Source: an optimization exercise on an open RTL-to-GDS flow (aim: small area, a short achievable clock period and few clock cycles per item). Production flows keep margins and buffers that such runs may drop. Function was checked by simulation only, so behaviour that the tests miss may differ from the original. Power is estimated from default activity; no workload was simulated.

**flow/design.v**
```verilog
module emu_cpu (
    input  wire        clk,
    input  wire        rst,
    input  wire        tick,
    input  wire        warm,
    output reg         busy,
    output reg         done,
    output reg         mem_re,
    output reg         mem_we,
    output wire [15:0] mem_addr,
    output wire [7:0]  mem_wdata,
    input  wire [7:0]  mem_rdata,
    output wire [15:0] pc,
    output reg  [7:0]  a,
    output wire [7:0]  p,
    output reg         halted,
    output wire [31:0] total_cycles
);
    localparam [15:0] BOOT_PC      = 16'h8000;
    localparam [15:0] RESET_VECTOR = 16'hFFFC;
    localparam [1:0] E_OP  = 2'd0,
                     E_IMM = 2'd1,
                     E_LO  = 2'd2,
                     E_HI  = 2'd3;
    reg [15:0] f;
    reg [7:0]  hi;
    reg [7:0]  lo;
    reg        run;         
    reg        fin;         
    reg [1:0]  e;
    reg        is_jmp;      
    reg        is_sta;      
    reg        wflag;       
    reg        arr_q;       
    reg        ea_q;        
    reg        data_q;      
    reg        match_q;     
    reg [2:0]  pend;        
    reg [11:0] frame;       
    reg [7:0]  tlo;         
    reg [23:0] thi;         
    reg        tc_q;        
    reg        zf, nf;
    assign mem_addr     = f;
    assign pc           = f;
    assign p            = {nf, 5'b00000, zf, 1'b0};
    assign mem_wdata    = a;
    assign total_cycles = {thi, tlo};
    wire arr     = arr_q & ~match_q;
    wire arr_op  = arr & (e == E_OP);
    wire arr_imm = arr & (e == E_IMM);
    wire arr_lo  = arr & (e == E_LO);
    wire arr_hi  = arr & (e == E_HI);
    wire exh     = halted | frame[11] | (pend[1] & (&frame[10:1]));
    wire stop    = arr_op & exh;
    wire exec    = arr_op & ~exh;
    wire jmp_hi  = arr_hi & is_jmp;
    wire ea_hi   = arr_hi & ~is_jmp;
    wire stream  = run & ~ea_q & ~stop & ~jmp_hi;
    wire [7:0] d = mem_rdata;
    wire op_imm  = (d == 8'hA9);
    wire op_lda  = (d == 8'hAD);
    wire op_sta  = (d == 8'h8D);
    wire op_jmp  = (d == 8'h4C);
    wire op_nop  = (d == 8'hEA);
    wire op_brk  = (d == 8'h00);
    reg [2:0] cost;
    always @(*) begin
        cost = 3'd0;
        if (op_imm | op_nop) cost = 3'd2;
        if (op_lda | op_sta) cost = 3'd4;
        if (op_jmp)          cost = 3'd3;
        if (op_brk)          cost = 3'd7;
    end
    wire [8:0] tlo_nx = {1'b0, tlo} + {6'd0, pend};
    wire [15:0] inc = (ea_q ? {hi, lo} : f) + {15'd0, ~(ea_q & match_q)};
    wire end_op  = run & (stop | (jmp_hi & wflag));
    always @(posedge clk) begin
        if (rst) begin
            run          <= 1'b0;
            fin          <= 1'b0;
            busy         <= 1'b0;
            done         <= 1'b0;
            mem_we       <= 1'b0;
            f            <= BOOT_PC;
            a            <= 8'h00;
            zf           <= 1'b0;
            nf           <= 1'b0;
            halted       <= 1'b0;
            tlo          <= 8'd0;
            thi          <= 24'd0;
            tc_q         <= 1'b0;
            arr_q        <= 1'b0;
            ea_q         <= 1'b0;
            data_q       <= 1'b0;
            pend         <= 3'd0;
        end else begin
            done         <= 1'b0;
            fin          <= 1'b0;
            frame        <= frame + {9'd0, pend};
            tlo          <= tlo_nx[7:0];
            tc_q         <= tlo_nx[8];
            thi          <= thi + {23'd0, tc_q};
            pend         <= exec ? cost : 3'd0;
            arr_q        <= stream & ~end_op;
            ea_q         <= run & ea_hi;
            mem_we       <= run & ea_hi & is_sta;
            mem_re       <= ~(run & ea_hi & is_sta);
            data_q       <= ea_q & ~is_sta;
            match_q      <= ea_hi & is_sta & ({d, lo} == f);
            hi           <= f[15:8];
            lo           <= arr_lo ? d : f[7:0];
            if (run) begin
                if (stop)
                    f <= {hi, lo};
                else if (arr_hi)
                    f <= {d, lo};
                else
                    f <= inc;
            end
            if (arr_imm | data_q) begin
                a  <= d;
                zf <= (d == 8'h00);
                nf <= d[7];
            end
            if (exec) begin
                if (op_imm)
                    e <= E_IMM;
                if (op_lda | op_sta | op_jmp)
                    e <= E_LO;
                is_jmp <= op_jmp;
                is_sta <= op_sta;
                if (op_brk)
                    halted <= 1'b1;
            end
            if (arr_imm)
                e <= E_OP;
            if (arr_lo)
                e <= E_HI;
            if (arr_hi)
                e <= E_OP;
            if (!busy) begin
                if (tick) begin
                    frame  <= 12'd684;
                    e      <= E_OP;
                    wflag  <= 1'b0;
                    busy   <= 1'b1;
                    if (halted)
                        fin <= 1'b1;
                    else
                        run <= 1'b1;
                end else if (warm) begin
                    f      <= RESET_VECTOR;
                    e      <= E_LO;
                    is_jmp <= 1'b1;
                    wflag  <= 1'b1;
                    busy   <= 1'b1;
                    run    <= 1'b1;
                end
            end
            if (end_op) begin
                run <= 1'b0;
                fin <= 1'b1;
            end
            if (fin) begin
                busy <= 1'b0;
                done <= 1'b1;
            end
        end
    end
endmodule
```
**flow/flow/run.sh**
```bash
#!/bin/bash
# Standard layout, with every port buffered by sky130_fd_sc_hd__buf_1.
set -euo pipefail
bash standard.sh BUFFER_PORTS_ARGS="-buffer_cell sky130_fd_sc_hd__buf_1" finish > standard.log 2>&1
```
**flow/standard.sh**
```bash
#!/bin/bash
# synth_recipe.tcl (not shown) runs the flow's synth.tcl, then flattens the netlist and writes it again
# the make line also repeats each setting of config.mk as NAME=value (left out here)
make -C /OpenROAD-flow-scripts/flow DESIGN_CONFIG=/design/flow/config.mk WORK_HOME=/design/flow/orfs CLKGATE_MAP_FILE= SYNTH_SCRIPT=/design/flow/synth_recipe.tcl "${@:-finish}"
```
**flow/config.mk**
```make
export PLATFORM = sky130hd
export DESIGN_NAME = emu_cpu
export DESIGN_NICKNAME = emu_cpu
export VERILOG_FILES = /design/flow/design.v
export SDC_FILE = /design/flow/constraint.sdc
export NUM_CORES = 4
export LEC_CHECK = 0
export ABC_AREA = 1
export CAP_MARGIN = 20
export CORE_MARGIN = 2
export CORE_UTILIZATION = 50
export PLACE_DENSITY = 0.65
export SETUP_SLACK_MARGIN = 3.0
export SLEW_MARGIN = 20
```
**flow/constraint.sdc**
```tcl
create_clock -name core_clock -period 5.0 [get_ports {clk}]
set_input_delay 1.0000 -clock core_clock [delete_from_list [all_inputs] [get_ports {clk}]]
set_output_delay 1.0000 -clock core_clock [all_outputs]
set_load 0.01 [all_outputs]
```
==> impl_metrics.csv, run 1 <==
group,metric,value,unit
status,outcome,"finished clean",
floorplanning,ios,105,
pwr,p_switching,0.5212,mW
global_route,antenna_found_initial,0,
critical_path,cp.arrival,2330,ps
sta,post-route-period-util,0.4083,
logic_synthesis,synth_cell_types,43,
logic_synthesis,synthXorXnorAreaFrac,0.02295,
logic_synthesis,avgSynthCellArea,7.624,µm²
clock_network,cts_buffer_depth,2,
global_route,grt_usage,0.2344,
sta,rsz0062_at_grt,"yes",
pwr,finalPower,1.882,mW
place,globalplace.congestion,0.9511,
global_route,grt_start_max_net_pins,48,
critical_path,ff2ff_setup_slack,2960,ps
logic_synthesis,ys.warnings.count,1,
detailed_routing,vias,5361,
worst_hold_path,hold_path.class,"reg -> reg",
clock_network,clk_pin_slew_worst_paths,70,ps
cells_and_area,area_growth,18.68,%
floorplanning,die_w,111.0,µm
floorplanning,num_rows,39,
sta,slew_violations,0,
cells_and_area,utilization,0.6028,
sta,finalSetupTns,0,ps
place,post_dp_cell_area,5954,µm²
clock_network,root_buffer,"clkbuf_16",
pwr,p_sw_frac,0.2769,
sta,setup_ws,2959,ps
logic_synthesis,synth_area,5725,µm²
detailed_routing,vias_per_cell,5.404,
logic_synthesis,synth_top_family_by_area,"simple AND/OR/NAND/NOR gates",
floorplanning,core_area,11270,µm²
detailed_routing,wl_per_cell,15.57,µm
floorplanning,dieArea,12320,µm²
clock_network,htree_levels,3,
detailed_routing,antenna_left,0,
logic_synthesis,yosysTopAreaCell,"dfxtp_1",
logic_synthesis,synth_area_leaders,"dfxtp_1 24%, edfxtp_1 18%, nand2_1 9.6%",
clock_network,clkLatencyLatePin,360,ps
logic_synthesis,synth_compound_area_frac,0.1477,
sta,maxSlewHeadroom,0.4577,
detailed_routing,drc,0,
pwr,peakVddDrop,0.2396,mV
logic_synthesis,synth.most_common_cell,"nand2_1",
logic_synthesis,synthArstFlopShare,0,
clock_network,cts_buffers,9,
job,cap_viol_max_count,0,
pwr,seqPwrFrac,0.509,
logic_synthesis,ys_seq_area_frac,0.4283,
logic_synthesis,netlist_top_cells_count,"147 x nand2_1, 99 x inv_1, 72 x nor2_1, 70 x dfxtp_1, 59 x o21ai_0",
logic_synthesis,synthMuxAreaShare,0,
place,post-place-ws,2265,ps
pwr,power_leakage,2.692,nW
critical_path,start_kind,"flop",
floorplanning,die_h,111.0,µm
place,port_buffers,98,
logic_synthesis,synth-seq-cells,105,
logic_synthesis,synth_top_area_share,0.2448,
floorplanning,initial_utilization,0.5079,
critical_path,cp.required,5280,ps
logic_synthesis,ys.flop_type,"dfxtp_1",
sta,worst_pin_slew,809.0,ps
global_route,grt_pass1_wl,23.43,mm
logic_synthesis,synth_edf_count,35,
sta,fin_crit,2041,ps
sta,fin_skew,8.078,ps
place,dp_hpwl,10.25,mm
cells_and_area,drive_gt1_frac,0.1696,
logic_synthesis,syn-instance-count,751,
critical_path,worst_setup_path_end_kind,"flop",
global_route,grt_overflow,0,
cells_and_area,nets,868,
clock_network,cts_tree,"done",
cells_and_area,final_area,6795,µm²
pwr,powerDensity,277.0,nW/µm²
critical_path,worstPathMaxFanout,5,
pwr,p_clk_frac,0.381,
cells_and_area,diodes,0,
sta,setup_viol,0,
sta,hold_violations,0,
logic_synthesis,synthAdderAreaFrac,0.02885,
clock_network,cts.sinks,105,
detailed_routing,first_iter_violations,442,
critical_path,criticalPathCategory,"reg -> reg",
sta,clock.fmax,489.9,MHz
detailed_routing,drt-pass1-iter-count,5,
detailed_routing,wirelength,15.44,mm
global_route,grt_pass1_vias,4742,
pwr,p_int,1.361,mW
pwr,power_frac_comb,0.111,
logic_synthesis,synthSimpleGateAreaFrac,0.2450,
-- state kept, by name, summed over array words and instances (netlist names), 2 cells and up --
name / cells
thi: 24
f: 16
frame: 12
hi: 8
lo: 8
tlo: 8
a: 7
pend: 3
e: 2
-- worst paths after layout --
path / startpoint / endpoint / depth (start not counted)
max: ea_q / f[8] / 13
min reg2reg: fin / done / 2
max reg2reg: ea_q / f[8] / 13
min: fin / done / 2
-- cells by family after synthesis --
family,count (synthesis)
other,1
buffers and inverters,152
AND/OR/NAND/NOR,312
AO/OA/AOI/OAI,154
adder cells (fa/ha/maj),12
flip-flops,105
XOR/XNOR,15
-- power groups by stage --
stage / combinational (mW) / sequential [mW] / clock [mW]
6_report: 0.208 / 0.958 / 0.716
5_1_grt: 0.230 / 0.963 / 0.763
4_1_cts: 0.189 / 0.956 / 0.733
3_5_place_dp: 0.185 / 0.975 / 0
3_3_place_gp: 0.184 / 0.974 / 0
2_1_floorplan: 0.146 / 0.965 / 0
-- cells in the final DEF (no fill, tap or decap), types with 10 or more instances in the layout --
cell / count
a21oi_1: 56
buf_1: 92
buf_4: 23
clkbuf_16: 10
dfxtp_1: 51
dfxtp_2: 17
edfxtp_1: 35
inv_1: 92
nand2_1: 134
nand2_2: 16
nand3_1: 24
nand4_1: 15
nor2_1: 64
o21ai_0: 55
-- routing by layer --
metal,up-vias,track usage,part of all wire
met4,0,0.09630,0.032
met5,-,0,0
li1,2633,-,-
met2,223,0.3828,0.48
met3,45,0.04155,0.068
met1,2460,0.3095,0.42
-- final cells by class --
type                            count  area (µm²)
Multi-Input combinational cell    499        2796
Inverter                           99       387.9
Fill cell                        1029        4477
Clock buffer                       10       250.2
Clock inverter                      6       46.29
Tap cell                          143       178.9
Timing Repair inverter              1       7.507
Sequential cell                   105        2481
Timing Repair Buffer              129       646.9
-- through the flow --
stage	std cells	hold WS (ps)
finish	992	438.9
global route	992	457.8
CTS	969	445.4
detailed placement	946	430.9
global placement	946	410.6
floorplan	756	393.6
-- what timing repair did --
| action | in CTS | in global routing |
|---|---|---|
| hold buffers | 0 | 0 |
| endpoints found under the hold margin | 0 | 0 |
| cloned | 0 | 1 |
| pin swaps | 3 | 28 |
| setup endpoints to repair | 93 | 39 |
| resized for setup | 34 | 68 |
| setup buffers | 7 | 22 |
-- worst max-delay path, cell delays in order (launching register included) --
cell,delay [ps]
dfxtp_4,370
buf_6,130
o21ai_2,120
ha_2,240
ha_4,160
nand2_4,50
nor2_4,170
nand2_2,110
or2_0,250
nand3_1,70
nand2_1,50
nand2_1,60
nand2_1,40
a21oi_1,150
Testbench counts, summed over its fixed seeds: cycles 128,529, ticks 80.
==> run 2, diff against run 1 <==
--- a/flow/config.mk
+++ b/flow/config.mk
@@ -9,6 +9,6 @@
 export CAP_MARGIN = 20
 export CORE_MARGIN = 2
-export CORE_UTILIZATION = 50
-export PLACE_DENSITY = 0.65
-export SETUP_SLACK_MARGIN = 3.0
+export CORE_UTILIZATION = 40
+export PLACE_DENSITY = 0.6
+export SETUP_SLACK_MARGIN = 3.1
 export SLEW_MARGIN = 20
==> run 2 against run 1 <==
Effect of this change: synthesized cell count is the same; critical path depth stayed put; register-to-register slack better by 140 ps; first-iteration DRC count fell by 23%; sequential share of layout area down 1.4 points; via count down 1.6%; non-clock buffer count is 23 higher; largest cell class unchanged; highest routed layer unchanged.
==> impl_metrics.csv, run 2 <==
group,metric,value,unit
status,outcome,"finished clean",
critical_path,cp.required,5270,ps
global_route,grt_pass1_wl,24.05,mm
clock_network,cts.sinks,105,
pwr,finalPower,1.899,mW
global_route,grt_pass1_vias,4785,
floorplanning,dieArea,15290,µm²
clock_network,htree_levels,3,
logic_synthesis,ys.warnings.count,1,
sta,clock.fmax,525.8,MHz
floorplanning,num_rows,43,
logic_synthesis,ys.flop_type,"dfxtp_1",
cells_and_area,area_growth,27.95,%
clock_network,clk_pin_slew_worst_paths,70,ps
cells_and_area,layout_commonest_cell,"nand2_1",
sta,maxSlewHeadroom,0.5880,
floorplanning,initial_utilization,0.4109,
cells_and_area,nFillCells,1351,
detailed_routing,drt-pass1-iter-count,5,
clock_network,cts_buffers,9,
logic_synthesis,synth.most_common_cell,"nand2_1",
logic_synthesis,synth_top_area_share,0.2448,
pwr,peakVddDrop,0.2060,mV
global_route,grt_overflow,0,
floorplanning,die_w,123.6,µm
pwr,power_leakage,3.163,nW
logic_synthesis,avgSynthCellArea,7.624,µm²
critical_path,cp.arrival,2180,ps
place,dp_hpwl,10.22,mm
sta,fin_skew,10.79,ps
critical_path,rr_startpoint,"ea_q",
job,cap_viol_max_count,0,
sta,setup_viol,0,
detailed_routing,antenna_left,0,
critical_path,worstPathMaxFanout,8,
cells_and_area,nets,891,
clock_network,cts_tree,"done",
detailed_routing,vias_per_cell,5.014,
critical_path,worst_setup_path_end_kind,"flop",
logic_synthesis,synth_area,5725,µm²
sta,rsz0062_at_grt,"yes",
logic_synthesis,synth_edf_count,35,
cells_and_area,largest_register,"thi",
global_route,antenna_found_initial,0,
detailed_routing,first_iter_violations,341,
clock_network,root_buffer,"clkbuf_16",
critical_path,criticalPathCategory,"reg -> reg",
detailed_routing,drc,0,
logic_synthesis,synth_area_leaders,"dfxtp_1 24%, edfxtp_1 18%, nand2_1 9.6%",
floorplanning,die_h,123.6,µm
worst_hold_path,hp-start,"fin",
floorplanning,core_area,13930,µm²
critical_path,start_kind,"flop",
critical_path,cp-startpoint,"ea_q",
logic_synthesis,ys_seq_area_frac,0.4283,
worst_hold_path,hold_path.class,"reg -> reg",
place,globalplace.congestion,0.9457,
sta,hold_violations,0,
detailed_routing,vias,5275,
cells_and_area,drive_gt1_frac,0.3372,
logic_synthesis,synth-seq-cells,105,
cells_and_area,largest_register_ff_count,24,
floorplanning,ios,105,
global_route,grt_start_max_net_pins,48,
cells_and_area,reg_top3,"thi x24, f x16, frame x12",
logic_synthesis,yosysTopAreaCell,"dfxtp_1",
pwr,powerDensity,259.2,nW/µm²
logic_synthesis,syn-instance-count,751,
logic_synthesis,synth_cell_types,43,
sta,fin_crit,1902,ps
sta,post-route-period-util,0.3803,
global_route,grt_usage,0.2018,
cells_and_area,diodes,0,
cells_and_area,final_cell_mix,"133 x nand2_1, 89 x inv_1, 64 x nor2_1",
logic_synthesis,synthArstFlopShare,0,
logic_synthesis,netlist_top_cells_count,"147 x nand2_1, 99 x inv_1, 72 x nor2_1, 70 x dfxtp_1, 59 x o21ai_0",
clock_network,cts_buffer_depth,2,
clock_network,clkLatencyLatePin,360,ps
detailed_routing,wirelength,15.28,mm
sta,worst_pin_slew,616.1,ps
sta,slew_violations,0,
place,port_buffers,98,
detailed_routing,wl_per_cell,14.52,µm
sta,finalSetupTns,0,ps
run 2: cell type report:
type                            instances  area, µm²  share of cell area
Clock buffer                           13      271.5             0.03706
Timing Repair inverter                  1      7.507            0.001025
Timing Repair Buffer                  152      938.4              0.1281
Sequential cell                       105       2571              0.3510
Multi-Input combinational cell        499       2879              0.3930
Clock inverter                          3      28.78            0.003928
Tap cell                              180      225.2             0.03074
Inverter                               99      404.1             0.05517
run 2: what timing repair did:
action                     CTS  global route
resized for setup          133           140
cloned                       0             1
pin swaps                    9            37
hold buffers                 0             0
buffers inserted            18            34
setup endpoints to repair  162           135
run 2: kinds of logic (layout without fill, tap and decap cells):
family | Yosys count | count (layout) | share of synthesized area
AND/OR/NAND/NOR | 312 | 312 | 0.2450
flip-flops | 105 | 105 | 0.4283
buffers and inverters | 152 | 268 | 0.1265
other | 1 | 6 | 0.0006550
AO/OA/AOI/OAI | 154 | 154 | 0.1477
XOR/XNOR | 15 | 15 | 0.02295
adder cells (fa/ha/maj) | 12 | 12 | 0.02885
run 2: per-layer routing:
layer,vias up,share of wire,global-route usage
met4,0,0.016,0.05611
li1,2684,-,-
met1,2401,0.46,0.2785
met5,-,0,0
met2,172,0.46,0.3152
met3,18,0.067,0.04945
run 2: worst max-delay path, stage by stage, from the launching register on:
cell	delay (ps)
dfxtp_4	430
nand2_1	60
o21ai_1	80
ha_2	240
ha_4	160
nand2_4	60
nor2_4	150
nand2_4	90
or2_0	200
nand3_1	70
nand2_1	60
nand2_1	60
nand2_1	40
a21oi_1	130
run 2: stage by stage:
step / hold WS (ps) / worst slack, ps / cell area [µm²] / utilization / cells
after global placement: 420.7 / 2280 / 6007 / 0.4311 / 983
after global routing: 457.2 / 3011 / 7326 / 0.5257 / 1052
after CTS: 429.4 / 3081 / 6714 / 0.4818 / 1017
final: 409.9 / 3098 / 7326 / 0.5257 / 1052
after floorplan: 393.6 / 3111 / 5754 / - / 756
after detailed placement: 411.4 / 2253 / 6007 / 0.4311 / 983
run 2: final timing paths:
| kind | endpoint | slack [ps] | cells after the start |
|---|---|---|---|
| max | f[8] | 3100 | 13 |
| min | busy | 410 | 1 |
| max reg2reg | f[8] | 3100 | 13 |
| min reg2reg | busy | 410 | 1 |
run 2: power breakdown:
part,leakage (nW),switching [mW],internal [mW]
combinational,2.08,0.147,0.0884
clock,0.147,0.325,0.389
sequential,0.940,0.0366,0.913
total,3.16,0.508,1.39
==> run 3, diff against run 2 <==
--- a/flow/config.mk
+++ b/flow/config.mk
@@ -11,4 +11,4 @@
 export CORE_UTILIZATION = 40
 export PLACE_DENSITY = 0.6
-export SETUP_SLACK_MARGIN = 3.1
+export SETUP_SLACK_MARGIN = 3.2
 export SLEW_MARGIN = 20
==> run 3 against run 2 <==
Effect of this change: still clean; routed wire length is 15% higher; final area is 17% higher; first-iteration DRC count is 16% higher; die area stayed put; clock skew hardly changed; area after synthesis stayed put; power is 3.7% higher; clock power is 1% higher; fmax is 2.2% lower; global-route usage is 1.8 points higher; largest cell class unchanged.
==> impl_metrics.csv, run 3 <==
group,metric,value,unit
status,outcome,"finished clean",
critical_path,cp.arrival,2230,ps
clock_network,cts_tree,"done",
floorplanning,ios,105,
cells_and_area,area_growth,49.91,%
sta,post-route-period-util,0.3889,
critical_path,criticalPathCategory,"reg -> reg",
clock_network,clkLatencyLatePin,360,ps
critical_path,rr_startpoint,"ea_q",
clock_network,cts.sinks,105,
sta,slew_violations,0,
pwr,finalPower,1.969,mW
sta,rsz0062_at_grt,"yes",
floorplanning,die_w,123.6,µm
floorplanning,dieArea,15290,µm²
cells_and_area,largest_register_ff_count,24,
logic_synthesis,yosysTopAreaCell,"dfxtp_1",
logic_synthesis,synth_area_leaders,"dfxtp_1 24%, edfxtp_1 18%, nand2_1 9.6%",
detailed_routing,drc,0,
logic_synthesis,synthArstFlopShare,0,
floorplanning,num_rows,43,
global_route,grt_pass1_vias,5184,
critical_path,worstPathMaxFanout,8,
global_route,grt_usage,0.2202,
critical_path,r2r_cells,13,
detailed_routing,vias_per_cell,5.151,
critical_path,ff2ff_setup_slack,3060,ps
global_route,grt_pass1_wl,25.92,mm
job,cap_viol_max_count,0,
clock_network,cts_buffer_depth,2,
logic_synthesis,synth-seq-cells,105,
detailed_routing,vias,5728,
sta,worst_pin_slew,616.8,ps
detailed_routing,drt-pass1-iter-count,5,
detailed_routing,wirelength,17.63,mm
sta,maxSlewHeadroom,0.5875,
detailed_routing,first_iter_violations,397,
logic_synthesis,synth_cell_types,43,
cells_and_area,drive_gt1_frac,0.4303,
sta,finalSetupTns,0,ps
cells_and_area,reg_top3,"thi x24, f x16, frame x12",
critical_path,worst_setup_path_end_kind,"flop",
logic_synthesis,synth_top_area_share,0.2448,
floorplanning,core_area,13930,µm²
cells_and_area,diodes,0,
place,globalplace.congestion,0.8660,
cells_and_area,final_cell_mix,"127 x nand2_1, 103 x buf_4, 94 x buf_6",
global_route,grt_start_max_net_pins,56,
logic_synthesis,netlist_top_cells_count,"147 x nand2_1, 99 x inv_1, 72 x nor2_1, 70 x dfxtp_1, 59 x o21ai_0",
detailed_routing,wl_per_cell,15.85,µm
logic_synthesis,syn-instance-count,751,
sta,clock.fmax,514.3,MHz
place,port_buffers,98,
cells_and_area,largest_register,"thi",
logic_synthesis,synth.most_common_cell,"nand2_1",
place,dp_hpwl,10.30,mm
logic_synthesis,ys.flop_type,"dfxtp_1",
global_route,antenna_found_initial,1,
logic_synthesis,avgSynthCellArea,7.624,µm²
critical_path,start_kind,"flop",
logic_synthesis,ys.warnings.count,1,
pwr,powerDensity,229.4,nW/µm²
floorplanning,initial_utilization,0.4109,
clock_network,root_buffer,"clkbuf_16",
sta,fin_skew,10.63,ps
detailed_routing,antenna_left,0,
global_route,grt_overflow,0,
pwr,power_leakage,3.709,nW
critical_path,timing.rr.end,"f[8]",
logic_synthesis,ys_seq_area_frac,0.4283,
worst_hold_path,hold_path.class,"reg -> reg",
sta,fin_crit,1945,ps
pwr,peakVddDrop,0.1797,mV
clock_network,cts_buffers,9,
cells_and_area,nets,951,
sta,setup_viol,0,
clock_network,htree_levels,3,
logic_synthesis,synth_area,5725,µm²
worst_hold_path,hp-start,"fin",
worst_hold_path,holdPathEnd,"busy",
clock_network,clk_pin_slew_worst_paths,70,ps
logic_synthesis,synth_edf_count,35,
worst_hold_path,hold_depth,1,
floorplanning,die_h,123.6,µm
critical_path,cp.required,5280,ps
cells_and_area,layout_commonest_cell,"nand2_1",
sta,hold_violations,0,
-- run 3: changes by cell type in the layout (fill, tap and decap cells not counted), moves of 5 or more --
cell      before  now
dfxtp_4       20   35
buf_1         12    2
buf_2         44    3
buf_6          6   94
buf_4         51  103
nand2_1      133  127
inv_2          3    8
dfxtp_1       15    6
dfxtp_2       35   29
clkbuf_2      36    3
inv_1         89   82
-- run 3: final cells by class --
class	count	area (µm²)
multi-input cells	499	2993
well taps	180	225.2
repair buffers	212	2004
flip-flops and latches	105	2620
repair inverters	1	7.507
inverters	99	435.4
clock inverters	5	43.79
fillers	1151	5351
clock buffers	11	254.0
-- run 3: stage by stage --
| stage | hold WS [ps] | util | setup WS, ps | std cells | instance area [µm²] |
|---|---|---|---|---|---|
| 2_1_floorplan | 393.6 | - | 3184 | 756 | 5863 |
| 3_3_place_gp | 417.0 | 0.4375 | 2142 | 982 | 6096 |
| 3_5_place_dp | 410.8 | 0.4375 | 2152 | 982 | 6096 |
| 4_1_cts | 418.9 | 0.5657 | 3061 | 1064 | 7883 |
| 5_1_grt | 448.2 | 0.6160 | 2955 | 1112 | 8583 |
| 6_report | 418.6 | 0.6160 | 3055 | 1112 | 8583 |
-- run 3: worst max-delay path, cell delays in order, from the launching register on --
cell,delay (ps)
dfxtp_4,440
nand2_2,80
o21ai_2,60
ha_2,230
ha_4,150
nand2_4,60
nor2_4,150
nand2_4,90
or2_0,220
nand3_1,70
nand2_1,70
nand2_1,70
nand2_1,60
a21oi_2,120
-- run 3: where the power goes --
part	total, mW	internal, mW	leakage [nW]	switching, mW
clock	0.723	0.379	0.150	0.344
sequential	0.942	0.907	0.949	0.0344
combinational	0.305	0.138	2.61	0.167
total	1.97	1.42	3.71	0.545
-- run 3: kinds of logic after synthesis --
| group | share of synthesized area |
|---|---|
| AO/OA/AOI/OAI | 0.1477 |
| XOR/XNOR | 0.02295 |
| adder cells (fa/ha/maj) | 0.02885 |
| buffers and inverters | 0.1265 |
| flip-flops | 0.4283 |
| other | 0.0006550 |
| AND/OR/NAND/NOR | 0.2450 |
-- run 3: metal layers --
| metal | vias up | track usage | wire length, µm |
|---|---|---|---|
| met3 | 41 | 0.05311 | 1142 |
| li1 | 2795 | - | - |
| met2 | 214 | 0.3589 | 8642 |
| met5 | - | 0 | 16 |
| met4 | 2 | 0.07315 | 382 |
| met1 | 2676 | 0.2873 | 7444 |
-- run 3: worst max-delay path by stage --
stage | start | endpoint | slack [ps] | depth (start not counted)
after global placement | rst | f[15] | 2140 | 6
final | ea_q | f[8] | 3060 | 13
after CTS | ea_q | f[8] | 3060 | 13
after floorplan | mem_rdata[6] | e[0] | 3180 | 6
after global routing | ea_q | f[8] | 2950 | 13
after detailed placement | rst | f[15] | 2150 | 6
-- run 3: timing repair --
| action | CTS | global route |
|---|---|---|
| buffers inserted | 66 | 46 |
| setup endpoints to repair | 188 | 129 |
| gates resized for setup | 317 | 112 |
| hold buffers | 0 | 0 |
| cloned | 0 | 2 |
| pin swaps | 17 | 53 |
==> run 4, diff against run 3 <==
--- a/flow/config.mk
+++ b/flow/config.mk
@@ -11,4 +11,4 @@
 export CORE_UTILIZATION = 40
 export PLACE_DENSITY = 0.6
-export SETUP_SLACK_MARGIN = 3.2
+export SETUP_SLACK_MARGIN = 2.95
 export SLEW_MARGIN = 20
==> run 4 against run 3 <==
Effect of this change: clock-buffer cell count down 2; critical path depth down 6; area after synthesis unchanged; still clean; routed wire length down 14%.
==> impl_metrics.csv, run 4 <==
group,metric,value,unit
logic_synthesis,ys.warnings.count,1,
cells_and_area,diodes,0,
logic_synthesis,synth_area_leaders,"dfxtp_1 24%, edfxtp_1 18%, nand2_1 9.6%",
logic_synthesis,synthArstFlopShare,0,
logic_synthesis,avgSynthCellArea,7.624,µm²
logic_synthesis,ys.flop_type,"dfxtp_1",
clock_network,hold_buffers,0,
critical_path,worst_setup_path_end_kind,"flop",
logic_synthesis,synth_cell_types,43,
logic_synthesis,netlist_top_cells_count,"147 x nand2_1, 99 x inv_1, 72 x nor2_1, 70 x dfxtp_1, 59 x o21ai_0",
cells_and_area,layout_commonest_cell,"nand2_1",
logic_synthesis,syn-instance-count,751,
worst_hold_path,hold_path.class,"reg -> reg",
cells_and_area,fin_cells,1019,
cells_and_area,final_cell_mix,"142 x nand2_1, 95 x inv_1, 93 x buf_1",
logic_synthesis,synth_area,5725,µm²
detailed_routing,wl_met1,6.835,mm
cells_and_area,nets,858,
global_route,grt_start_max_net_pins,56,
sta,setup_ws,2968,ps
detailed_routing,wl_per_cell,14.79,µm
job,cap_viol_max_count,0,
status,outcome,"finished clean",
sta,finalSetupTns,0,ps
cells_and_area,drive_gt1_frac,0.1263,
critical_path,criticalPathCategory,"in -> reg",
global_route,antenna_found_initial,0,
floorplanning,initial_utilization,0.4109,
sta,hold_violations,0,
clock_network,root_buffer,"clkbuf_16",
place,post-place-ws,2355,ps
critical_path,worstPathMaxFanout,6,
floorplanning,core_area,13930,µm²
detailed_routing,antenna_left,0,
detailed_routing,first_iter_violations,446,
detailed_routing,wl_met3,1.058,mm
critical_path,cp.arrival,2150,ps
logic_synthesis,synth_top_area_share,0.2448,
detailed_routing,route.met2.wl,6.831,mm
clock_network,htree_levels,3,
logic_synthesis,synth_edf_count,35,
detailed_routing,vias,5211,
critical_path,cp.required,5110,ps
global_route,grt_overflow,0,
floorplanning,die_h,123.6,µm
floorplanning,die_w,123.6,µm
global_route,grt_pass1_vias,4663,
sta,post-route-period-util,0.4064,
cells_and_area,area_growth,15.71,%
pwr,powerDensity,280.1,nW/µm²
place,dpl.cell_count,982,
cells_and_area,largest_register,"thi",
global_route,grt_usage,0.2008,
detailed_routing,drt-pass1-iter-count,5,
logic_synthesis,ys_seq_area_frac,0.4283,
cells_and_area,largest_register_ff_count,24,
detailed_routing,vias_per_cell,5.114,
floorplanning,dieArea,15290,µm²
sta,fin_crit,2032,ps
global_route,grt_pass1_wl,23.63,mm
cells_and_area,final_area,6625,µm²
sta,rsz0062_at_grt,"yes",
clock_network,cts_tree,"done",
logic_synthesis,synth.most_common_cell,"nand2_1",
cells_and_area,reg_top3,"thi x24, f x16, frame x12",
floorplanning,ios,105,
worst_hold_path,hold_depth,1,
critical_path,start_kind,"input port",
logic_synthesis,yosysTopAreaCell,"dfxtp_1",
sta,fin_skew,6.148,ps
clock_network,cts_buffer_depth,2,
place,globalplace.congestion,0.9460,
pwr,peakVddDrop,0.1359,mV
sta,worst_pin_slew,769.4,ps
place,port_buffers,98,
detailed_routing,highest_layer,"met4",
floorplanning,num_rows,43,
clock_network,clk_pin_slew_worst_paths,70,ps
logic_synthesis,synth-seq-cells,105,
detailed_routing,wirelength,15.08,mm
clock_network,cts_buffers,9,
clock_network,cts.sinks,105,
sta,slew_violations,0,
place,post_dp_cell_area,5993,µm²
place,dp_hpwl,10.36,mm
critical_path,ff2ff_setup_slack,3040,ps
clock_network,clkLatencyLatePin,350,ps
detailed_routing,drc,0,
sta,clock.fmax,492.2,MHz
sta,maxSlewHeadroom,0.4863,
critical_path,r2r_cells,7,
sta,setup_viol,0,
pwr,power_leakage,2.621,nW
## run 4: cell counts after synthesis
No cell type changed its count.
## run 4: final timing paths
| path | start | endpoint |
|---|---|---|
| worst max-delay path | mem_rdata[4] | e[0] |
| worst min-delay path | fin | busy |
| worst max register to register | match_q | match_q |
| worst min register to register | fin | busy |
## run 4: layout make-up
class	count	area, µm²
fill	1406	7310
multi-input combinational	499	2721
sequential	105	2471
timing repair buffer	120	539.3
inverter	99	381.6
clock buffer	9	225.2
tap	180	225.2
clock inverter	7	61.31
## run 4: worst max-delay path, cell delays in order
cell,delay [ps]
buf_1,380
inv_1,140
nand4_1,140
nor2_1,60
a31o_2,250
a21oi_1,120
nor3_1,50
## run 4: metrics by stage
step	power (mW)	hold slack [ps]	utilization
6_report	1.856	428.3	0.4754
5_1_grt	1.936	474.4	0.4754
4_1_cts	1.862	434.0	0.4596
3_5_place_dp	1.162	413.6	0.4301
3_3_place_gp	1.162	422.1	0.4301
2_1_floorplan	1.111	393.6	-
## run 4: cell families after synthesis
| group | synth area share |
|---|---|
| AOI/OAI and AO/OA | 0.1477 |
| DFF | 0.4283 |
| other | 0.0006550 |
| adders and majority gates | 0.02885 |
| and+or+nand+nor | 0.2450 |
| xor gates and xnor gates | 0.02295 |
| buffers and inverters | 0.1265 |
## run 4: what timing repair did
| item | in CTS | in global routing |
|---|---|---|
| gates resized for setup | 20 | 38 |
| cloned | 0 | 0 |
| hold endpoints to repair | 0 | 0 |
| setup buffers | 10 | 11 |
| pin swaps | 2 | 9 |
| endpoints found under the setup margin | 31 | 40 |
## run 4: power breakdown
group / switching, mW / leakage (nW) / internal [mW] / total [mW]
combinational: 0.135 / 1.56 / 0.0653 / 0.200
sequential: 0.0400 / 0.914 / 0.918 / 0.958
clock: 0.349 / 0.144 / 0.349 / 0.698
## run 4: routing by layer
layer,up-vias,global-route usage
met5,-,0
met1,2388,0.2784
met4,0,0.08239
li1,2610,-
met3,24,0.04075
met2,189,0.3060
==> run 5, diff against run 4 <==
--- a/flow/config.mk
+++ b/flow/config.mk
@@ -11,4 +11,4 @@
 export CORE_UTILIZATION = 40
 export PLACE_DENSITY = 0.6
-export SETUP_SLACK_MARGIN = 2.95
+export SETUP_SLACK_MARGIN = 3.05
 export SLEW_MARGIN = 20
==> run 5 against run 4 <==
Effect of this change: still clean on timing, DRC and antenna; fmax up 3.0%; sequential share of layout area down 0.66 points; utilization up 1.7 points; synthesized cell count unchanged; clock power down 3%; register-to-register slack better by 40 ps; sequential power about the same; largest cell class unchanged.
==> impl_metrics.csv, run 5 <==
group,metric,value,unit
status,outcome,"finished clean",
clock_network,cts_buffer_depth,2,
place,port_buffers,98,
floorplanning,initial_utilization,0.4109,
critical_path,timing.rr.end,"f[8]",
pwr,powerDensity,269.2,nW/µm²
critical_path,ff2ff_setup_slack,3080,ps
critical_path,start_kind,"flop",
logic_synthesis,synth_edf_count,35,
sta,rsz0062_at_grt,"yes",
critical_path,worstPathMaxFanout,4,
pwr,power_leakage,2.736,nW
logic_synthesis,synth_area,5725,µm²
global_route,grt_overflow,0,
logic_synthesis,synth.most_common_cell,"nand2_1",
critical_path,criticalPathCategory,"reg -> out",
worst_hold_path,hold_path.class,"reg -> reg",
detailed_routing,vias_per_cell,5.116,
logic_synthesis,synth-seq-cells,105,
critical_path,cp.arrival,970,ps
floorplanning,dieArea,15290,µm²
floorplanning,num_rows,43,
floorplanning,ios,105,
clock_network,clk_pin_slew_worst_paths,70,ps
logic_synthesis,netlist_top_cells_count,"147 x nand2_1, 99 x inv_1, 72 x nor2_1, 70 x dfxtp_1, 59 x o21ai_0",
clock_network,root_buffer,"clkbuf_16",
sta,hold_violations,0,
cells_and_area,drive_gt1_frac,0.2036,
critical_path,endpoint,"mem_addr[0]",
clock_network,cts.sinks,105,
sta,setup_viol,0,
global_route,grt_start_max_net_pins,48,
logic_synthesis,avgSynthCellArea,7.624,µm²
place,globalplace.congestion,0.9204,
cells_and_area,nets,864,
floorplanning,die_h,123.6,µm
logic_synthesis,synthArstFlopShare,0,
floorplanning,core_area,13930,µm²
cells_and_area,diodes,0,
critical_path,r2r_cells,13,
logic_synthesis,ys_seq_area_frac,0.4283,
place,dp_hpwl,10.28,mm
clock_network,htree_levels,3,
detailed_routing,drc,0,
sta,fin_crit,1973,ps
cells_and_area,reg_top3,"thi x24, f x16, frame x12",
sta,finalSetupTns,0,ps
detailed_routing,antenna_left,0,
sta,post-route-period-util,0.3946,
detailed_routing,wl_per_cell,14.68,µm
logic_synthesis,syn-instance-count,751,
cells_and_area,largest_register,"thi",
logic_synthesis,synth_top_area_share,0.2448,
cells_and_area,utilization,0.4926,
detailed_routing,drt-pass1-iter-count,5,
sta,worst_pin_slew,600.7,ps
critical_path,rr_startpoint,"ea_q",
cells_and_area,area_growth,19.89,%
global_route,grt_usage,0.2000,
floorplanning,die_w,123.6,µm
cells_and_area,largest_register_ff_count,24,
clock_network,cts_buffers,9,
job,cap_viol_max_count,0,
global_route,grt_pass1_vias,4620,
logic_synthesis,synth_cell_types,43,
cells_and_area,layout_commonest_cell,"nand2_1",
global_route,grt_pass1_wl,23.53,mm
critical_path,cp-startpoint,"f[0]",
logic_synthesis,synth_area_leaders,"dfxtp_1 24%, edfxtp_1 18%, nand2_1 9.6%",
critical_path,cp.required,4000,ps
detailed_routing,wirelength,15.05,mm
pwr,peakVddDrop,0.1656,mV
cells_and_area,final_cell_mix,"137 x nand2_1, 93 x inv_1, 79 x buf_1",
critical_path,worst_setup_path_end_kind,"output port",
detailed_routing,first_iter_violations,364,
logic_synthesis,ys.warnings.count,1,
clock_network,hold_buffers,0,
clock_network,cts_tree,"done",
sta,clock.fmax,506.8,MHz
clock_network,clkLatencyLatePin,350,ps
detailed_routing,vias,5244,
sta,fin_skew,8.195,ps
logic_synthesis,yosysTopAreaCell,"dfxtp_1",
global_route,antenna_found_initial,0,
logic_synthesis,ys.flop_type,"dfxtp_1",
sta,slew_violations,0,
sta,maxSlewHeadroom,0.5983,
==> run 5: changes by cell type in the layout (fill, tap and decap cells not counted), sizes merged <==
cell      previous run  this run
clkbuf              14        24
buf                115       111
clkinvlp             2         4
inv                101        99
==> run 5: worst min path at each step <==
stage / from / end / slack, ps / depth (start not counted)
6_report: fin / busy / 430 / 1
5_1_grt: fin / busy / 450 / 1
4_1_cts: fin / done / 430 / 2
3_5_place_dp: fin / busy / 410 / 1
3_3_place_gp: fin / done / 420 / 2
2_1_floorplan: fin / busy / 390 / 1
==> run 5: cell type report <==
type	count	area [µm²]
Tap cell	180	225.2
Timing Repair inverter	1	5.005
Clock inverter	6	47.55
Sequential cell	105	2515
Fill cell	1379	7071
Clock buffer	10	229.0
Inverter	99	387.9
Multi-Input combinational cell	499	2845
Timing Repair Buffer	125	609.3
==> run 5: what timing repair did <==
action / in CTS / in global routing
gates resized for setup: 57 / 84
setup endpoints to repair: 119 / 85
pin swaps: 8 / 23
cloned: 0 / 1
buffers inserted: 12 / 13
hold endpoints to repair: 0 / 0
==> run 5: critical path: stages (launching register included) <==
cell	delay, ps
dfxtp_4	360
buf_4	110
buf_1	140
==> run 5: through the flow <==
stage / worst slack, ps / total power [mW] / area (µm²) / cells / hold slack (ps)
after floorplan: 3058 / 1.111 / 5748 / 756 / 393.6
after global placement: 2307 / 1.162 / 6001 / 983 / 420.9
after detailed placement: 2269 / 1.161 / 6001 / 983 / 410.5
after CTS: 2953 / 1.849 / 6509 / 1011 / 432.1
after global routing: 2951 / 1.932 / 6864 / 1025 / 448.1
final: 3027 / 1.848 / 6864 / 1025 / 427.8
==> run 5: cells by family (layout without fill, tap and decap cells) <==
kind of cell	after synthesis	count (layout)	synth area share
flops	105	105	0.4283
buf+inv	152	241	0.1265
fa+ha+maj	12	12	0.02885
xor+xnor	15	15	0.02295
simple gates	312	312	0.2450
compound gates	154	154	0.1477
other cells	1	6	0.0006550
==> run 5: where the power goes <==
part / total (mW) / switching [mW] / internal (mW) / leakage, nW
combinational: 0.212 / 0.140 / 0.0718 / 1.67
clock: 0.679 / 0.334 / 0.345 / 0.139
sequential: 0.957 / 0.0395 / 0.918 / 0.927
==> run 5: routing by layer <==
metal	GRT usage	vias to the layer above	wire [µm]
met2	0.3128	181	6896
met1	0.2760	2408	6854
met3	0.04304	17	1060
li1	-	2638	-
met4	0.06463	0	240
met5	0	-	0
==> run 6, diff against run 5 <==
--- a/flow/config.mk
+++ b/flow/config.mk
@@ -10,5 +10,7 @@
 export CORE_MARGIN = 2
 export CORE_UTILIZATION = 40
+export CTS_CLUSTER_DIAMETER = 300
+export CTS_CLUSTER_SIZE = 100
 export PLACE_DENSITY = 0.6
-export SETUP_SLACK_MARGIN = 3.05
+export SETUP_SLACK_MARGIN = 2.9
 export SLEW_MARGIN = 20
==> run 6 against run 5 <==
Effect of this change: die area stayed put; largest power group unchanged; highest routed layer unchanged; fmax shrank 3.0%; clock power up 3%; utilization shrank 2.0 points; critical endpoint is now pc[10].
==> impl_metrics.csv, run 6 <==
group,metric,value,unit
sta,hold_violations,0,
cells_and_area,final_cell_mix,"143 x nand2_1, 95 x inv_1, 94 x buf_1",
logic_synthesis,synth_cell_types,43,
critical_path,rr_startpoint,"thi[0]",
logic_synthesis,syn-instance-count,751,
status,outcome,"finished clean",
cells_and_area,drive_gt1_frac,0.1108,
cells_and_area,reg_top3,"thi x24, f x16, frame x12",
cells_and_area,layout_commonest_cell,"nand2_1",
worst_hold_path,hp-start,"fin",
pwr,powerDensity,281.1,nW/µm²
logic_synthesis,synth-seq-cells,105,
cells_and_area,nFillCells,1407,
critical_path,critPathSlowestCell,"dfxtp_1",
logic_synthesis,synthArstFlopShare,0,
global_route,grtUsageMet1,0.2767,
cells_and_area,area_growth,14.97,%
cells_and_area,largest_register,"thi",
critical_path,cp.required,4000,ps
logic_synthesis,synth.most_common_cell,"nand2_1",
critical_path,cp_num_buf_inv,1,
floorplanning,die_w,123.6,µm
logic_synthesis,avgSynthCellArea,7.624,µm²
sta,maxSlewHeadroom,0.4925,
critical_path,cp_cell_sequence,"buf_1",
clock_network,clk_pin_slew_worst_paths,70,ps
critical_path,cp.arrival,1030,ps
logic_synthesis,synth_area,5725,µm²
critical_path,timing.rr.end,"thi[20]",
detailed_routing,wirelength,14.95,mm
place,dp_hpwl,10.36,mm
global_route,antenna_found_initial,0,
global_route,grt_overflow,0,
sta,setup_viol,0,
job,cap_viol_max_count,0,
cells_and_area,diodes,0,
detailed_routing,vias_per_cell,5.077,
global_route,met2_usage,0.3015,
logic_synthesis,synth_top_area_share,0.2448,
logic_synthesis,ys.warnings.count,1,
global_route,grt_start_max_net_pins,56,
logic_synthesis,ys.flop_type,"dfxtp_1",
critical_path,r2r_cells,11,
cells_and_area,nets,858,
detailed_routing,drc,0,
sta,finalSetupTns,0,ps
clock_network,htree_levels,3,
floorplanning,num_rows,43,
critical_path,endpoint,"pc[10]",
sta,worst_pin_slew,760.2,ps
critical_path,criticalPathCategory,"reg -> out",
floorplanning,dieArea,15290,µm²
logic_synthesis,synth_area_leaders,"dfxtp_1 24%, edfxtp_1 18%, nand2_1 9.6%",
place,post_dp_cell_area,5993,µm²
critical_path,cp.depth,1,
global_route,grt_usage,0.1998,
floorplanning,ios,105,
cells_and_area,largest_register_ff_count,24,
logic_synthesis,yosysTopAreaCell,"dfxtp_1",
sta,post-route-period-util,0.4069,
logic_synthesis,ys_seq_area_frac,0.4283,
critical_path,critPathTopFamily,"flip-flops",
detailed_routing,wl_per_cell,14.67,µm
floorplanning,die_h,123.6,µm
pwr,peakVddDrop,0.1340,mV
cells_and_area,final_area,6583,µm²
logic_synthesis,synth_edf_count,35,
global_route,busiest_layer,"met2",
global_route,grt_pass1_vias,4653,
clock_network,clkLatencyLatePin,360,ps
critical_path,worst_setup_path_end_kind,"output port",
clock_network,cts_buffer_depth,2,
logic_synthesis,netlist_top_cells_count,"147 x nand2_1, 99 x inv_1, 72 x nor2_1, 70 x dfxtp_1, 59 x o21ai_0",
critical_path,worstPathMaxFanout,7,
worst_hold_path,hold_path.class,"reg -> reg",
critical_path,slowest_delay,490,ps
detailed_routing,drt-pass1-iter-count,5,
critical_path,cp-startpoint,"f[10]",
sta,clock.fmax,491.5,MHz
detailed_routing,vias,5173,
place,globalplace.congestion,0.9460,
global_route,grt_pass1_wl,23.52,mm
clock_network,cts_tree,"done",
sta,fin_skew,5.542,ps
floorplanning,initial_utilization,0.4109,
detailed_routing,first_iter_violations,460,
sta,slew_violations,0,
clock_network,cts_buffers,9,
critical_path,start_kind,"flop",
clock_network,cts.sinks,105,
sta,rsz0062_at_grt,"yes",
place,port_buffers,98,
floorplanning,core_area,13930,µm²
sta,fin_crit,2035,ps
critical_path,ff2ff_setup_slack,3020,ps
clock_network,root_buffer,"clkbuf_16",
clock_network,hold_buffers,0,
global_route,grtUsageMet3,0.04212,
detailed_routing,antenna_left,0,
pwr,power_leakage,2.623,nW
## run 6: cell count changes in the layout (fill, tap and decap cells not counted), sizes merged
cell,previous run,this run
clkbuf,24,13
buf,111,116
inv,99,101
clkinvlp,4,2
## run 6: timing repair
action / in CTS / in global routing
setup endpoints to repair: 21 / 30
pin swaps: 1 / 10
buffers inserted: 7 / 14
gates resized for setup: 12 / 34
## run 6: worst min path at each step
| stage | to | cells past startpoint |
|---|---|---|
| CTS | done | 2 |
| global route | done | 2 |
| global placement | done | 2 |
| finish | busy | 1 |
| detailed placement | busy | 1 |
| floorplan | busy | 1 |
## run 6: final cells by class
type | count | area (µm²) | share of cell area
Sequential cell | 105 | 2464 | 0.3743
Multi-Input combinational cell | 499 | 2680 | 0.4071
Clock buffer | 9 | 225.2 | 0.03421
Tap cell | 180 | 225.2 | 0.03421
Clock inverter | 7 | 61.31 | 0.009314
Inverter | 99 | 381.6 | 0.05797
Timing Repair Buffer | 120 | 545.5 | 0.08287
## run 6: power by group
group	internal [mW]	total (mW)	leakage [nW]	switching [mW]
clock	0.349	0.698	0.144	0.349
sequential	0.917	0.957	0.911	0.0404
combinational	0.0634	0.195	1.57	0.132
total	1.33	1.85	2.62	0.522
## run 6: logic make-up (layout without fill, tap and decap cells)
kind of cell | Yosys count | in the layout | synth area share
and+or+nand+nor | 312 | 312 | 0.2450
AOI/OAI and AO/OA | 154 | 154 | 0.1477
buffers and inverters | 152 | 235 | 0.1265
DFF | 105 | 105 | 0.4283
xor gates and xnor gates | 15 | 15 | 0.02295
adders and majority gates | 12 | 12 | 0.02885
other | 1 | 6 | 0.0006550
## run 6: per-stage QoR
step           setup slack, ps  std cells  total power, mW  utilization  hold slack, ps
6_report                  2965       1019            1.851       0.4724           429.3
5_1_grt                   2865       1019            1.932       0.4724           474.4
4_1_cts                   2901       1005            1.861       0.4566           434.0
3_5_place_dp              2355        982            1.162       0.4301           413.6
3_3_place_gp              2454        982            1.162       0.4301           422.1
2_1_floorplan             2968        756            1.111            -           393.6
## run 6: layer usage
layer | up-vias | part of all wire
li1 | 2611 | -
met5 | - | 0
met1 | 2353 | 0.46
met4 | 0 | 0.026
met3 | 30 | 0.061
met2 | 179 | 0.45
==> run 7, diff against run 6 <==
--- a/flow/config.mk
+++ b/flow/config.mk
@@ -9,8 +9,6 @@
 export CAP_MARGIN = 20
 export CORE_MARGIN = 2
-export CORE_UTILIZATION = 40
-export CTS_CLUSTER_DIAMETER = 300
-export CTS_CLUSTER_SIZE = 100
-export PLACE_DENSITY = 0.6
+export CORE_UTILIZATION = 60
+export PLACE_DENSITY = 0.75
 export SETUP_SLACK_MARGIN = 2.9
 export SLEW_MARGIN = 20
==> run 7 against run 6 <==
Effect of this change: clock power decreased by 25%; flip-flop and latch count unchanged; non-clock buffer count grew 3; die area shrank 32%; routed wire length down 2.9%; worst setup slack worse by 24 ps; fmax decreased by 1.2%; cell count is 4.6% lower; sequential power about the same; clock skew increased by 11 ps; combinational power increased by 3%; sequential share of layout area rose by 0.62 points; critical endpoint is now e[0]; largest cell class unchanged.
==> impl_metrics.csv, run 7 <==
group,metric,value,unit
status,outcome,"finished clean",
worst_hold_path,hp-start,"fin",
cells_and_area,fin_cells,972,
cells_and_area,final_cell_mix,"139 x nand2_1, 96 x buf_1, 95 x inv_1",
critical_path,cp_num_buf_inv,2,
global_route,grt_pass1_vias,4725,
critical_path,timing.rr.end,"f[4]",
cells_and_area,reg_top3,"thi x24, f x16, frame x12",
critical_path,rr_startpoint,"match_q",
critical_path,r2r_cells,8,
clock_network,cts_buffer_depth,2,
place,dp_hpwl,9.971,mm
detailed_routing,drt-pass1-iter-count,5,
detailed_routing,vias_per_cell,5.519,
clock_network,htree_levels,3,
logic_synthesis,synthArstFlopShare,0,
cells_and_area,nFillCells,795,
cells_and_area,drive_gt1_frac,0.1139,
clock_network,cts_buffers,9,
worst_hold_path,hold_depth,1,
detailed_routing,antenna_left,0,
critical_path,cp.required,5140,ps
pwr,finalPower,1.682,mW
cells_and_area,largest_register_ff_count,24,
place,dpl.cell_count,931,
sta,fin_crit,2058,ps
critical_path,cp.depth,7,
place,globalplace.congestion,0.9721,
floorplanning,ios,105,
floorplanning,num_rows,35,
detailed_routing,drc,0,
sta,setup_viol,0,
floorplanning,dieArea,10340,µm²
logic_synthesis,synth.most_common_cell,"nand2_1",
critical_path,ff2ff_setup_slack,2950,ps
logic_synthesis,synth_area,5725,µm²
sta,rsz0062_at_grt,"yes",
global_route,antenna_found_initial,0,
critical_path,critPathTopFamily,"buffers and inverters",
detailed_routing,wl_per_cell,14.93,µm
clock_network,cts_tree,"done",
sta,post-route-period-util,0.4117,
critical_path,start_kind,"input port",
sta,clock.fmax,485.8,MHz
logic_synthesis,synth-seq-cells,105,
pwr,peakVddDrop,0.1685,mV
cells_and_area,diodes,0,
clock_network,clk_pin_slew_worst_paths,110,ps
sta,holdWs,432.1,ps
floorplanning,die_h,101.7,µm
clock_network,clkLatencyLatePin,370,ps
sta,finalSetupTns,0,ps
global_route,grt_usage,0.2776,
worst_hold_path,holdPathEnd,"busy",
global_route,grt_overflow,0,
critical_path,slowest_delay,350,ps
detailed_routing,vias,5364,
job,cap_viol_max_count,0,
logic_synthesis,ys.warnings.count,1,
cells_and_area,largest_register,"thi",
pwr,powerDensity,259.7,nW/µm²
cells_and_area,area_growth,13.09,%
global_route,grt_start_max_net_pins,56,
logic_synthesis,ys_seq_area_frac,0.4283,
clock_network,cts.sinks,105,
global_route,grt_pass1_wl,22.79,mm
logic_synthesis,syn-instance-count,751,
detailed_routing,wirelength,14.51,mm
sta,maxSlewHeadroom,0.4209,
clock_network,root_buffer,"clkbuf_8",
sta,worst_pin_slew,864.0,ps
place,port_buffers,98,
sta,fin_skew,16.79,ps
logic_synthesis,netlist_top_cells_count,"147 x nand2_1, 99 x inv_1, 72 x nor2_1, 70 x dfxtp_1, 59 x o21ai_0",
critical_path,worst_setup_path_end_kind,"flop",
critical_path,criticalPathCategory,"in -> reg",
logic_synthesis,ys.flop_type,"dfxtp_1",
pwr,power_leakage,2.580,nW
critical_path,critPathSlowestCell,"buf_1",
floorplanning,initial_utilization,0.6196,
floorplanning,die_w,101.7,µm
worst_hold_path,hold_path.class,"reg -> reg",
cells_and_area,nets,862,
clock_network,hold_buffers,0,
logic_synthesis,synth_top_area_share,0.2448,
logic_synthesis,synth_edf_count,35,
critical_path,cp.arrival,2200,ps
logic_synthesis,synth_area_leaders,"dfxtp_1 24%, edfxtp_1 18%, nand2_1 9.6%",
logic_synthesis,yosysTopAreaCell,"dfxtp_1",
sta,slew_violations,0,
sta,hold_violations,0,
logic_synthesis,avgSynthCellArea,7.624,µm²
logic_synthesis,synth_cell_types,43,
floorplanning,core_area,9240,µm²
critical_path,cp_cell_sequence,"buf_1 -> inv_1 -> nand4_1 -> nor2_1 -> a31o_2 -> a21oi_1 -> nor3_1",
critical_path,worstPathMaxFanout,7,
detailed_routing,first_iter_violations,519,
cells_and_area,layout_commonest_cell,"nand2_1",
==> run 7: cell counts after synthesis <==
Identical to the previous run, type by type.
==> run 7: what timing repair did <==
item | CTS | global route
hold endpoints to repair | 0 | 0
resized for setup | 14 | 38
gates cloned | 0 | 1
endpoints found under the setup margin | 73 | 32
setup buffers | 6 | 18
pin swaps | 3 | 12
==> run 7: worst register-to-register path, stage by stage, from the launching register on <==
cell and delay, ps:
edfxtp_1 400, or2_2 390, nor3_2 300, nand2_4 200
nand2_4 160, inv_1 110, o21ai_1 90, o211ai_1 110
a21oi_1 230
==> run 7: kinds of logic (layout without fill, tap and decap cells) <==
group	after synthesis	after routing	share of synthesized area
fa+ha+maj	12	12	0.02885
other cells	1	6	0.0006550
buf+inv	152	239	0.1265
xor+xnor	15	15	0.02295
simple gates	312	312	0.2450
compound gates	154	154	0.1477
flops	105	105	0.4283
==> run 7: cell type report <==
class	count	area [µm²]	area share
timing repair inverter	1	5.005	0.0007729
multi-input combinational	499	2695	0.4162
clock inverter	6	60.06	0.009275
clock buffer	10	127.6	0.01971
inverter	99	387.9	0.05990
sequential	105	2464	0.3805
tap	129	161.4	0.02493
timing repair buffer	123	574.3	0.08870
==> run 7: how the worst max path moves through the flow <==
| stage | startpoint | end | slack, ps |
|---|---|---|---|
| CTS | match_q | f[4] | 2890 |
| finish | mem_rdata[1] | e[0] | 2940 |
| floorplan | rst | e[0] | 2970 |
| global route | f[0] | f[10] | 2820 |
| detailed placement | rst | f[15] | 2230 |
| global placement | rst | f[15] | 2260 |
==> run 7: routing by layer <==
| layer | vias up | track usage | part of all wire |
|---|---|---|---|
| met4 | 0 | 0.09356 | 0.026 |
| met2 | 269 | 0.4575 | 0.49 |
| met3 | 33 | 0.04279 | 0.080 |
| li1 | 2612 | - | - |
| met1 | 2450 | 0.3740 | 0.41 |
| met5 | - | 0 | 0 |
==> run 7: power by group <==
group | switching [mW] | internal (mW) | total [mW]
clock network | 0.296 | 0.230 | 0.526
logic | 0.136 | 0.0652 | 0.201
registers | 0.0384 | 0.917 | 0.955
total | 0.470 | 1.21 | 1.68
==> run 7: through the flow <==
stage	setup WS, ps	instance area, µm²	util
after floorplan	2968	5746	-
after global placement	2264	5929	0.6417
after detailed placement	2233	5929	0.6417
after CTS	2889	6198	0.6708
after global routing	2817	6475	0.7007
final	2942	6475	0.7007
==> run 8, diff against run 7 <==
==> flow/flow/run.sh (replaced) <==
#!/bin/bash
# Standard layout, except: every port is buffered by sky130_fd_sc_hd__buf_1,
# and synthesis maps adders as plain logic (no Kogge-Stone carry map, no
# full- or half-adder extraction). Registers are mapped exactly as in the
# standard synthesis; only the combinational mapping differs.
set -euo pipefail
bash standard.sh ADDER_MAP_FILE= SYNTH_OPERATIONS_ARGS=-nordff \
    BUFFER_PORTS_ARGS="-buffer_cell sky130_fd_sc_hd__buf_1" finish > standard.log 2>&1
--- a/flow/config.mk
+++ b/flow/config.mk
@@ -9,6 +9,6 @@
 export CAP_MARGIN = 20
 export CORE_MARGIN = 2
-export CORE_UTILIZATION = 60
-export PLACE_DENSITY = 0.75
+export CORE_UTILIZATION = 40
+export PLACE_DENSITY = 0.6
 export SETUP_SLACK_MARGIN = 2.9
 export SLEW_MARGIN = 20
==> run 8 against run 7 <==
Effect of this change: combinational power up 3%; register-to-register slack improved by 60 ps; highest routed layer unchanged; hold slack worse by 4.2 ps; clock power grew 34%; flip-flop and latch count unchanged.
==> impl_metrics.csv, run 8 <==
group,metric,value,unit
status,outcome,"finished clean",
global_route,grt_pass1_vias,4639,
logic_synthesis,ys.warnings.count,1,
critical_path,rr_startpoint,"ea_q",
sta,post-route-period-util,0.4074,
place,port_buffers,98,
detailed_routing,drc,0,
critical_path,criticalPathCategory,"reg -> out",
critical_path,critPathTopFamily,"flip-flops",
clock_network,cts.sinks,105,
detailed_routing,antenna_left,0,
logic_synthesis,synthArstFlopShare,0,
pwr,peakVddDrop,0.1662,mV
logic_synthesis,synth.most_common_cell,"nand2_1",
cells_and_area,drive_gt1_frac,0.09988,
clock_network,root_buffer,"clkbuf_16",
worst_hold_path,hold_depth,1,
critical_path,cp_num_buf_inv,1,
logic_synthesis,synthSimpleGateAreaFrac,0.2451,
worst_hold_path,hp-start,"fin",
logic_synthesis,syn-instance-count,740,
critical_path,start_kind,"flop",
global_route,grt_start_max_net_pins,46,
logic_synthesis,synth_area,5523,µm²
cells_and_area,final_area,6396,µm²
clock_network,clk_pin_slew_worst_paths,70,ps
critical_path,slowest_delay,500,ps
logic_synthesis,synth_top_family_by_area,"simple AND/OR/NAND/NOR gates",
cells_and_area,largest_register_ff_count,24,
sta,hold_violations,0,
sta,fin_crit,2037,ps
pwr,power_frac_comb,0.111,
critical_path,cp.arrival,1040,ps
sta,holdWs,428.0,ps
pwr,power_leakage,2.502,nW
worst_hold_path,holdPathEnd,"busy",
global_route,grt_overflow,0,
logic_synthesis,synth_area_leaders,"dfxtp_1 25%, edfxtp_1 19%, nand2_1 11%",
floorplanning,dieArea,14760,µm²
worst_hold_path,hold_path.class,"reg -> reg",
floorplanning,initial_utilization,0.4138,
floorplanning,core_area,13350,µm²
pwr,powerDensity,291.8,nW/µm²
logic_synthesis,synthAdderAreaFrac,0,
place,dp_hpwl,10.62,mm
logic_synthesis,synthMuxAreaShare,0.001812,
place,globalplace.congestion,0.9214,
clock_network,cts_buffers,9,
clock_network,htree_levels,3,
job,cap_viol_max_count,0,
critical_path,timing.rr.end,"f[15]",
sta,slew_violations,0,
sta,clock.fmax,490.9,MHz
critical_path,worstPathMaxFanout,6,
cells_and_area,area_growth,15.81,%
floorplanning,ios,105,
detailed_routing,wl_per_cell,15.29,µm
logic_synthesis,synth_top_area_share,0.2537,
cells_and_area,largest_register,"thi",
pwr,p_sw_frac,0.2682,
logic_synthesis,avgSynthCellArea,7.463,µm²
cells_and_area,layout_commonest_cell,"nand2_1",
pwr,p_switching,0.5006,mW
cells_and_area,reg_top3,"thi x24, f x16, frame x12",
cells_and_area,final_cell_mix,"166 x nand2_1, 95 x buf_1, 88 x inv_1",
logic_synthesis,synth_edf_count,35,
floorplanning,num_rows,42,
clock_network,hold_buffers,0,
logic_synthesis,yosysTopAreaCell,"dfxtp_1",
cells_and_area,utilization,0.4792,
pwr,p_int,1.366,mW
floorplanning,die_h,121.5,µm
place,post_dp_cell_area,5823,µm²
sta,fin_skew,7.402,ps
pwr,p_clk_frac,0.378,
sta,worst_pin_slew,986.1,ps
cells_and_area,diodes,0,
logic_synthesis,netlist_top_cells_count,"168 x nand2_1, 91 x inv_1, 71 x o21ai_0, 70 x dfxtp_1, 59 x a21oi_1",
critical_path,worst_setup_path_end_kind,"output port",
detailed_routing,first_iter_violations,340,
logic_synthesis,synth_compound_area_frac,0.1631,
logic_synthesis,synthXorXnorAreaFrac,0.01744,
detailed_routing,vias,5196,
critical_path,r2r_cells,12,
logic_synthesis,synth-seq-cells,105,
critical_path,ff2ff_setup_slack,3010,ps
critical_path,cp.required,4000,ps
critical_path,critPathSlowestCell,"dfxtp_1",
cells_and_area,nFillCells,1354,
sta,setup_ws,2963,ps
floorplanning,die_w,121.5,µm
clock_network,cts_tree,"done",
sta,maxSlewHeadroom,0.3390,
global_route,antenna_found_initial,0,
clock_network,cts_buffer_depth,2,
critical_path,cp_cell_sequence,"buf_1",
sta,rsz0062_at_grt,"yes",
place,post-place-ws,2194,ps
logic_synthesis,ys_seq_area_frac,0.4440,
detailed_routing,vias_per_cell,5.212,
place,dpl.cell_count,967,
logic_synthesis,synth_cell_types,44,
global_route,grt_pass1_wl,23.60,mm
clock_network,clkLatencyLatePin,350,ps
global_route,grt_usage,0.2026,
cells_and_area,fin_cells,997,
sta,setup_viol,0,
detailed_routing,wirelength,15.24,mm
pwr,finalPower,1.866,mW
pwr,seqPwrFrac,0.511,
cells_and_area,nets,829,
detailed_routing,drt-pass1-iter-count,5,
sta,finalSetupTns,0,ps
logic_synthesis,ys.flop_type,"dfxtp_1",
-- run 8: metal layers --
| layer | GRT usage | up-vias | routed length (µm) | share of wire |
|---|---|---|---|---|
| li1 | - | 2560 | - | - |
| met1 | 0.2755 | 2387 | 6629 | 0.43 |
| met2 | 0.3318 | 221 | 7246 | 0.48 |
| met3 | 0.02679 | 28 | 1037 | 0.068 |
| met4 | 0.07184 | 0 | 327 | 0.021 |
| met5 | 0 | - | 0 | 0 |
-- run 8: area by class of cell --
cell class | count | area [µm²] | area share
inverter | 95 | 375.4 | 0.05869
clock buffer | 11 | 264.0 | 0.04128
tap | 176 | 220.2 | 0.03443
timing repair buffer | 115 | 506.7 | 0.07923
sequential | 105 | 2459 | 0.3844
timing repair inverter | 1 | 5.005 | 0.0007825
clock inverter | 4 | 31.28 | 0.004890
multi-input combinational | 490 | 2535 | 0.3963
-- run 8: power groups by stage --
stage               logic [mW]  clock network [mW]  registers, mW
finish                   0.207               0.706          0.954
global route             0.230               0.754          0.958
CTS                      0.195               0.719          0.952
detailed placement       0.193                   0          0.972
global placement         0.190                   0          0.970
floorplan                0.146                   0          0.965
-- run 8: repair_timing --
| item | in CTS | in global routing |
|---|---|---|
| cloned | 0 | 2 |
| setup buffers | 0 | 13 |
| setup endpoints to repair | 52 | 45 |
| resized for setup | 10 | 32 |
| pin swaps | 0 | 5 |
| endpoints found under the hold margin | 0 | 0 |
-- run 8: kinds of logic after synthesis --
logic type      after synthesis
compound gates              163
other cells                   1
flops                       105
simple gates                308
mux                           1
xor+xnor                     11
buf+inv                     151
-- run 8: worst max path at each step --
stage	end	slack, ps	startpoint	depth (start not counted)
global placement	lo[4]	2250	rst	4
CTS	e[1]	2930	mem_rdata[4]	8
floorplan	e[1]	2910	mem_rdata[4]	8
detailed placement	a[1]	2190	rst	6
global route	e[1]	2870	mem_rdata[2]	7
finish	mem_addr[14]	2960	f[14]	1

[port drivers added, routing unchanged]
In the flow no input, the clock included, has a driving cell. The finished layouts below were timed again as built, in two steps.
Step 1, drivers: a clkbuf_16 drives clk and a buf_2 each remaining input, both assumed.
Step 2 times the ports against the registers' clock, not the clock port: input delays grow and output delays shrink by t, the midpoint of the rising clock arrivals with the driver on.
Three values: no drivers, after step 1, after step 2; two values: the first two.
run	t (ns)	slack for setup (ns)	latest minus earliest clock arrival (ns)	slew at the worst register clock pin (ns)
run 1	0.389	2.959 / 2.959 / 2.662	0.008 / 0.008	0.07 / 0.07
run 2	0.392	3.098 / 3.078 / 2.799	0.012 / 0.012	0.07 / 0.07
run 3	0.397	3.055 / 3.019 / 2.780	0.011 / 0.011	0.08 / 0.08
run 4	0.394	2.968 / 2.940 / 2.593	0.006 / 0.006	0.08 / 0.08
run 5	0.390	3.027 / 2.988 / 2.727	0.009 / 0.009	0.07 / 0.07
run 6	0.396	2.965 / 2.922 / 2.645	0.006 / 0.006	0.08 / 0.08
run 7	0.394	2.942 / 2.915 / 2.556	0.018 / 0.018	0.11 / 0.11
run 8	0.383	2.963 / 2.925 / 2.610	0.008 / 0.008	0.07 / 0.07
After both steps every run listed still meets setup and hold. For run 7, which loses most, drivers alone change the setup slack by -0.027 ns; drivers and shift together by -0.386 ns.
